Background: an optimization exercise with open tools, aiming at small area, a short achievable clock period and few clock cycles. Do not read the settings as production practice.
Where RTL was checked, it was by simulation tests only, not by an equivalence proof against the original.
Power figures rest on the tool's default switching activity, not on a simulated workload.

==> job 3185 <==
Design lz11_dec, start of the top module:
module lz11_dec (
    input  wire        clk,
    input  wire        rst,         
    input  wire        start,       
    input  wire [23:0] ilen,        
    output wire        idle,
    output wire        done,        
    output wire [3:0]  err,         
    input  wire        in_valid,
    input  wire [7:0]  in_data,
    output wire        in_ready,
    output wire        out_valid,
    output wire [7:0]  out_data,
    input  wire        out_ready,
    output wire        hist_re,
    output wire [11:0] hist_raddr,
    input  wire [7:0]  hist_rdata,
    output wire        hist_we,
    output wire [11:0] hist_waddr,
    output wire [7:0]  hist_wdata
);
    localparam [4:0] S_IDLE = 5'd0,
                     S_H0   = 5'd1,    
                     S_H1   = 5'd2,
                     S_H2   = 5'd3,
                     S_H3   = 5'd4,
                     S_X0   = 5'd5,    
                     S_X1   = 5'd6,
                     S_X2   = 5'd7,
                     S_X3   = 5'd8,
                     S_MAIN = 5'd9,    
                     S_B23  = 5'd10,   
                     S_B24  = 5'd11,   
                     S_B34  = 5'd12,   
                     S_LAST = 5'd13,   
                     S_CHK  = 5'd14,   
                     S_COPY = 5'd15,   
                     S_DONE = 5'd16;
    reg [4:0]  state;
    reg [23:0] remain;       
    reg        rz;           
    reg [31:0] left;         
    reg [11:0] wp;           
    reg        wrapped;      
  ...
clock: 5.0 ns
lec_check: 0
cap_margin: 20
core_margin: 2
core_utilization: 40
place_density: 0.6
setup_slack_margin: 2.5
slew_margin: 20
run.sh (not shown) runs the stock make flow with config.mk's settings and CLKGATE_MAP_FILE= SYNTH_SCRIPT=/design/flow/synth_recipe.tcl, a recipe that flattens the netlist after the stock synthesis.
==> job 2790: changes against job 3185 <==
- SETUP_SLACK_MARGIN: 2.5 -> 2.2
==> summary.txt <==
item	job 3185	job 2790
Count of clock-net buffers in the final layout	18	19
Avg WL per Cell	19.7 um	19.6 um
Leakage	4.90 nW	4.45 nW
Status	no timing/DRC/antenna violations	no timing/DRC/antenna violations
Startpoint of the tightest hold check path	wrapped	wp[7]
Worst path depth	10	9
Share of power burned in combinational logic	20.7%	18.3%
Skew final	12.1 ps	13.2 ps
Via count normalized by instance count	5.99	5.96
Total global routing track utilization	26.9%	25.8%
Final non-clock buffer share	17.9%	13.1%
Register-to-register setup slack	1820 ps	1860 ps
Routed length on met3	2330 um	1920 um
Pwr Density	235 mW/mm2	255 mW/mm2
Worst slew margin	35.8%	43.5%
Multi-input gate area in the final layout	0.00656 mm2	0.00622 mm2
Met1 Resource Use GR	35.1%	33.5%
Post-CTS setup buffers	92	41
Final min period	3180 ps	3140 ps
Overall power after layout	0.00301 W	0.00299 W
Cts repair resizes	319	190
Global routing met2 resource utilization	44.8%	42.1%
Final standard cell area without fillers	0.0128 mm2	0.0117 mm2
CP Launch Point	state[0]	remain[3]
Number of nets in the layout	1428	1362
Largest net degree at the start of global routing	33	54
Function was not checked in any run of this note: the RTL went through the layout flow alone.

========
==> run a: inputs <==
==> flow/design.v <==
module lz11_dec (
    input  wire        clk,
    input  wire        rst,         
    input  wire        start,       
    input  wire [23:0] ilen,        
    output wire        idle,
    output wire        done,        
    output wire [3:0]  err,         
    input  wire        in_valid,
    input  wire [7:0]  in_data,
    output wire        in_ready,
    output wire        out_valid,
    output wire [7:0]  out_data,
    input  wire        out_ready,
    output wire        hist_re,
    output wire [11:0] hist_raddr,
    input  wire [7:0]  hist_rdata,
    output wire        hist_we,
    output wire [11:0] hist_waddr,
    output wire [7:0]  hist_wdata
);
    reg s_idle;              
    reg s_h0;                
    reg s_h1, s_h2, s_h3;    
    reg s_h4;                
    reg s_x0, s_x1, s_x2, s_x3;    
    reg s_x4;                
    reg s_main;              
    reg s_b23;               
    reg s_b24;               
    reg s_b34;               
    reg s_last;              
    reg s_chk;               
    reg s_copy;              
    reg s_done;              
    reg [23:0] remain;       
    reg        rz;           
    reg        short;        
    reg [31:0] left;         
    reg [11:0] wp;           
    reg        wrapped;      
    reg [7:0]  flags;        
    reg        fle;          
    reg        fref;         
    reg [16:0] cnt;          
    reg [3:0]  dhi;          
    reg        f3, f4;       
    reg [11:0] rp;           
    reg        d1;           
    reg        bad;          
    reg        lastc;        
    reg [1:0]  ecode;        
    reg        o_lit;        
    reg        o_rdy;        
    reg        o_more;       
    assign idle       = s_idle | s_done;
    assign done       = s_done;
    assign err        = {2'b00, ecode};
    assign in_ready   = o_rdy | (o_lit & out_ready);
    assign out_valid  = s_copy | (o_lit & in_valid);
    assign out_data   = s_copy ? hist_rdata : in_data;
    assign hist_we    = out_valid & out_ready;
    assign hist_waddr = wp;
    assign hist_wdata = out_data;
    assign hist_re    = s_chk | (o_more & out_ready);
    assign hist_raddr = rp;
    wire iv   = in_valid;
    wire lhz  = (left[31:2] == 30'd0);
    wire l1   = lhz & (left[1:0] == 2'd1);
    wire l2   = lhz & (left[1:0] == 2'd2);
    wire take = iv & in_ready;
    wire emit = hist_we;
    wire lit   = !fle & !fref;
    wire tref  = !fle & fref;
    wire fetch = s_x0 | s_x1 | s_x2 | s_x3 | s_main | s_b23 | s_b24 | s_b34 | s_last;
    wire magic = (in_data == 8'h11);
    wire l0    = lhz & (left[1:0] == 2'd0);
    wire lit_x = s_main & !rz & lit & iv & out_ready;      
    wire ref_1 = s_main & !rz & tref & iv;                 
    wire flg_x = s_main & !rz & fle & iv;                  
    wire cp_x  = s_copy & out_ready;                       
    wire [11:0] field = {dhi, in_data};
    wire [12:0] diff  = {1'b0, wp} + {1'b1, ~field};    
    wire to_short = (s_h0 & short) | (fetch & rz);
    wire to_inv   = (s_h0 & !short & iv & !magic) | (s_chk & bad);
    wire n_done   = to_short | to_inv | (s_x4 & l0) |
                    (lit_x & l1) | (cp_x & lastc & l1);
    wire n_idle   = (s_idle & !start) | s_done;
    wire n_h0     = (s_idle & start) | (s_h0 & !short & !iv);
    wire n_h1     = (s_h0 & !short & iv & magic) | (s_h1 & !iv);
    wire n_h2     = (s_h1 & iv) | (s_h2 & !iv);
    wire n_h3     = (s_h2 & iv) | (s_h3 & !iv);
    wire n_h4     = s_h3 & iv;
    wire n_x0     = (s_h4 & (left[23:0] == 24'd0)) | (s_x0 & !rz & !iv);
    wire n_x1     = (s_x0 & !rz & iv) | (s_x1 & !rz & !iv);
    wire n_x2     = (s_x1 & !rz & iv) | (s_x2 & !rz & !iv);
    wire n_x3     = (s_x2 & !rz & iv) | (s_x3 & !rz & !iv);
    wire n_x4     = s_x3 & !rz & iv;
    wire n_main   = (s_h4 & (left[23:0] != 24'd0)) | (s_x4 & !l0) |
                    (s_main & !rz & !(lit_x & l1) & !ref_1) |
                    (cp_x & lastc & !l1);
    wire n_b23    = (ref_1 & (in_data[7:4] == 4'h0)) | (s_b23 & !rz & !iv);
    wire n_b24    = (ref_1 & (in_data[7:4] == 4'h1)) | (s_b24 & !rz & !iv);
    wire n_b34    = (s_b24 & !rz & iv) | (s_b34 & !rz & !iv);
    wire n_last   = (ref_1 & (in_data[7:5] != 3'd0)) | (s_b23 & !rz & iv) |
                    (s_b34 & !rz & iv) | (s_last & !rz & !iv);
    wire n_chk    = s_last & !rz & iv;
    wire n_copy   = (s_chk & !bad) | (s_copy & !(out_ready & lastc));
    wire fl_load  = flg_x | ((s_chk | s_copy) & take);
    wire fl_shift = lit_x | ref_1;
    wire n_fle    = fl_load ? 1'b0 : fl_shift ? (flags[6:0] == 7'd0) : fle;
    wire n_fref   = fl_load ? in_data[7] : fl_shift ? flags[7] : fref;
    wire n_rz     = (s_idle & start) ? (ilen == 24'd0) :
                    take ? (remain == 24'd1) : rz;
    wire n_short  = (s_idle & start) ? (ilen[23:2] == 22'd0) : short;
    wire n_d1     = n_chk ? (field == 12'd0) : d1;
    wire cnt0     = (cnt == 17'd0);
    wire n_lastc  = s_chk ? ((cnt0 & !f3 & !f4) | l1) :
                    cp_x ? ((cnt == 17'd1) & !f3 & !f4) | l2 : lastc;
    always @(posedge clk) begin
        s_idle <= n_idle | rst;
        s_h0   <= n_h0   & !rst;
        s_h1   <= n_h1   & !rst;
        s_h2   <= n_h2   & !rst;
        s_h3   <= n_h3   & !rst;
        s_h4   <= n_h4   & !rst;
        s_x0   <= n_x0   & !rst;
        s_x1   <= n_x1   & !rst;
        s_x2   <= n_x2   & !rst;
        s_x3   <= n_x3   & !rst;
        s_x4   <= n_x4   & !rst;
        s_main <= n_main & !rst;
        s_b23  <= n_b23  & !rst;
        s_b24  <= n_b24  & !rst;
        s_b34  <= n_b34  & !rst;
        s_last <= n_last & !rst;
        s_chk  <= n_chk  & !rst;
        s_copy <= n_copy & !rst;
        s_done <= n_done & !rst;
        o_lit  <= n_main & !rst & !n_rz & !n_fle & !n_fref;
        o_rdy  <= !rst & ((n_h0 & !n_short) | n_h1 | n_h2 | n_h3 |
                  (!n_rz & (n_x0 | n_x1 | n_x2 | n_x3 | n_b23 | n_b24 | n_b34 | n_last |
                            (n_main & (n_fle | n_fref)) | ((n_chk | n_copy) & n_fle))));
        o_more <= n_copy & !n_lastc & !n_d1;
        if (!s_done)
            ecode <= {to_short | to_inv, to_short};
        rz    <= n_rz;
        fle   <= n_fle;
        fref  <= n_fref;
        d1    <= n_d1;
        lastc <= n_lastc;
        if (s_idle & start) begin
            remain  <= ilen;
            short   <= (ilen[23:2] == 22'd0);
            left    <= 32'd0;
            wp      <= 12'd0;
            wrapped <= 1'b0;
            fle     <= 1'b1;
        end else begin
            if (take)
                remain <= remain - 24'd1;
            if (emit) begin
                left    <= left - 32'd1;
                wp      <= wp + 12'd1;
                wrapped <= wrapped | (wp == 12'hfff);
            end
            if (iv) begin
                if (s_h1 | s_x0) left[7:0]   <= in_data;
                if (s_h2 | s_x1) left[15:8]  <= in_data;
                if (s_h3 | s_x2) left[23:16] <= in_data;
                if (s_x3)        left[31:24] <= in_data;
            end
        end
        if (fl_load)
            flags <= {in_data[6:0], 1'b1};
        else if (fl_shift)
            flags <= {flags[6:0], 1'b0};
        if (ref_1) begin
            f3 <= (in_data[7:4] == 4'h0);
            f4 <= (in_data[7:4] == 4'h1);
            if (in_data[7:5] == 3'd0)
                cnt <= {9'd0, in_data[3:0], 4'd0};
            else begin
                cnt <= {13'd0, in_data[7:4]};
                dhi <= in_data[3:0];
            end
        end
        if (s_b23 & iv) begin
            cnt[3:0] <= in_data[7:4];
            dhi      <= in_data[3:0];
        end
        if (s_b24 & iv)
            cnt[11:0] <= {cnt[7:4], in_data};
        if (s_b34 & iv) begin
            cnt[15:0] <= {cnt[11:0], in_data[7:4]};
            dhi       <= in_data[3:0];
        end
        if (s_last & iv) begin
            rp        <= diff[11:0];
            bad       <= !wrapped && diff[12];
        end else if (hist_re)
            rp <= rp + 12'd1;
        if (cp_x) begin
            if (cnt0) begin
                cnt <= {8'd0, f4, 8'h0f};
                f3  <= 1'b0;
                f4  <= 1'b0;
            end else
                cnt <= cnt - 17'd1;
        end
    end
endmodule
==> flow/run.sh <==
#!/bin/bash
# synth_recipe.tcl (not shown) runs the flow's synth.tcl, then flattens the netlist and writes it again
# the make line also repeats each setting of config.mk as NAME=value (left out here)
make -C /OpenROAD-flow-scripts/flow DESIGN_CONFIG=/design/flow/config.mk WORK_HOME=/design/flow/orfs CLKGATE_MAP_FILE= SYNTH_SCRIPT=/design/flow/synth_recipe.tcl finish
==> flow/config.mk <==
export PLATFORM = sky130hd
export DESIGN_NAME = lz11_dec
export DESIGN_NICKNAME = lz11_dec
export VERILOG_FILES = /design/flow/design.v
export SDC_FILE = /design/flow/constraint.sdc
export NUM_CORES = 4
export LEC_CHECK = 0
export CAP_MARGIN = 20
export CORE_MARGIN = 2
export CORE_UTILIZATION = 60
export CTS_BUF_LIST = sky130_fd_sc_hd__clkbuf_8
export CTS_CLUSTER_SIZE = 30
export PLACE_DENSITY = 0.7
export SETUP_SLACK_MARGIN = 2.5
export SLEW_MARGIN = 20
==> flow/constraint.sdc <==
create_clock -name core_clock -period 5.0 [get_ports {clk}]
set_input_delay 1.0000 -clock core_clock [delete_from_list [all_inputs] [get_ports {clk}]]
set_output_delay 1.0000 -clock core_clock [all_outputs]
set_load 0.01 [all_outputs]
==> run b: changes against run a <==
==> flow/flow/run.sh (new file) <==
#!/bin/bash
# The standard layout (standard.sh: the standard flow's synthesis and ORFS steps), except
# that the port buffers are inserted as buf_1 cells instead of the default
# buffer the flow picks (clkdlybuf4s50_1); timing repair still resizes them.
set -euo pipefail
export BUFFER_PORTS_ARGS="-buffer_cell sky130_fd_sc_hd__buf_1"
bash standard.sh > standard.log 2>&1
==> flow/standard.sh (new file) <==
#!/bin/bash
# synth_recipe.tcl (not shown) runs the flow's synth.tcl, then flattens the netlist and writes it again
# the make line also repeats each setting of config.mk as NAME=value (left out here)
make -C /OpenROAD-flow-scripts/flow DESIGN_CONFIG=/design/flow/config.mk WORK_HOME=/design/flow/orfs CLKGATE_MAP_FILE= SYNTH_SCRIPT=/design/flow/synth_recipe.tcl "${@:-finish}"
- CTS_BUF_LIST: sky130_fd_sc_hd__clkbuf_8 -> default
- CTS_CLUSTER_SIZE: 30 -> default
removed: flow/run.sh
==> summary.txt <==
Outcome
  • Result of the run: finished clean

Finish
  • Sequential Area: approximately 0.0035 mm^2
  • Total of clock buffers placed in the layout: 23
  • Fraction of final layout cells with drive strength greater than 1: 14.8%

Placed design
  • DP Area: 0.00875 mm^2

Worst setup path
  • Crit-path cells: buf_1, buf_6, clkinvlp_4, o21ai_2, buf_2
  • Crit-path slowest cell: o21ai_2

STA
  • Transition time at the pin with the least slew margin: 940 ps
  • Worst slew margin: 36.9%

Power and ir drop
  • Switching Share: 23.2%

Detailed routing
  • Routed wire per std cell: ~18 um
  • Vias per inst: 6.15
# the run above: run b

==> summary.txt <==
Outcome
  • Result of the run: finished clean

Worst setup path
  • Crit-path cells: buf_6, buf_6, clkinvlp_4, buf_6, o21ai_2, buf_2
  • Crit-path slowest cell: buf_6

Finish
  • Nets: 1110
  • Total of clock buffers placed in the layout: 19
  • Fraction of final layout cells with drive strength greater than 1: roughly 16%
  • Sequential Area: 0.00355 mm^2

Power and ir drop
  • Switching Share: between 20% and 30%

STA
  • Tmin final: roughly 2700 ps
  • Worst slew margin: 41.8%

Detailed routing
  • Routed wire per std cell: 18.6 um
  • Vias per inst: around 6.2

Placed design
  • DP Area: around 0.0094 mm^2
# the run above: run a

Testbench counts of run a, summed over its fixed seeds: cycles 274,869.
Testbench counts of run b, summed over its fixed seeds: cycles 274,869.

re-timing with driven ports:
Ports are ideal in the flow. The routed layouts listed here were re-timed in OpenROAD.
Step 1 (the two cells are an assumption about what drives the block):
set clk [get_ports {clk}]
set_driving_cell -lib_cell sky130_fd_sc_hd__clkbuf_16 $clk
set_driving_cell -lib_cell sky130_fd_sc_hd__buf_2 [delete_from_list [all_inputs] $clk]
Step 2, shift: input delay + t, output delay - t, t = (earliest + latest rising clock arrival at the registers) / 2. This alone moves slack from input paths to output paths.
Slacks: ideal / step 1 / step 2; pairs: ideal / step 1.
| run | t (ns) | slack for setup (ns) | worst setup path at the end | clock arrival spread, ns | worst slew at a driven data input, ns |
|---|---|---|---|---|---|
| job 3185 | 0.476 | 1.823 / 1.823 / 1.452 | input to register | 0.014 / 0.014 | 0.08 |
| job 2790 | 0.476 | 1.861 / 1.861 / 1.523 | input to register | 0.015 / 0.014 | 0.07 |
| run a | 0.484 | 2.289 / 2.248 / 1.869 | input to register | 0.014 / 0.014 | 0.08 |
| run b | 0.467 | 2.322 / 2.254 / 1.848 | input to register | 0.007 / 0.007 | 0.20 |
After both steps every run listed still meets setup and hold. For run b, which loses most, drivers alone change the setup slack by -0.068 ns; drivers and shift together by -0.474 ns.
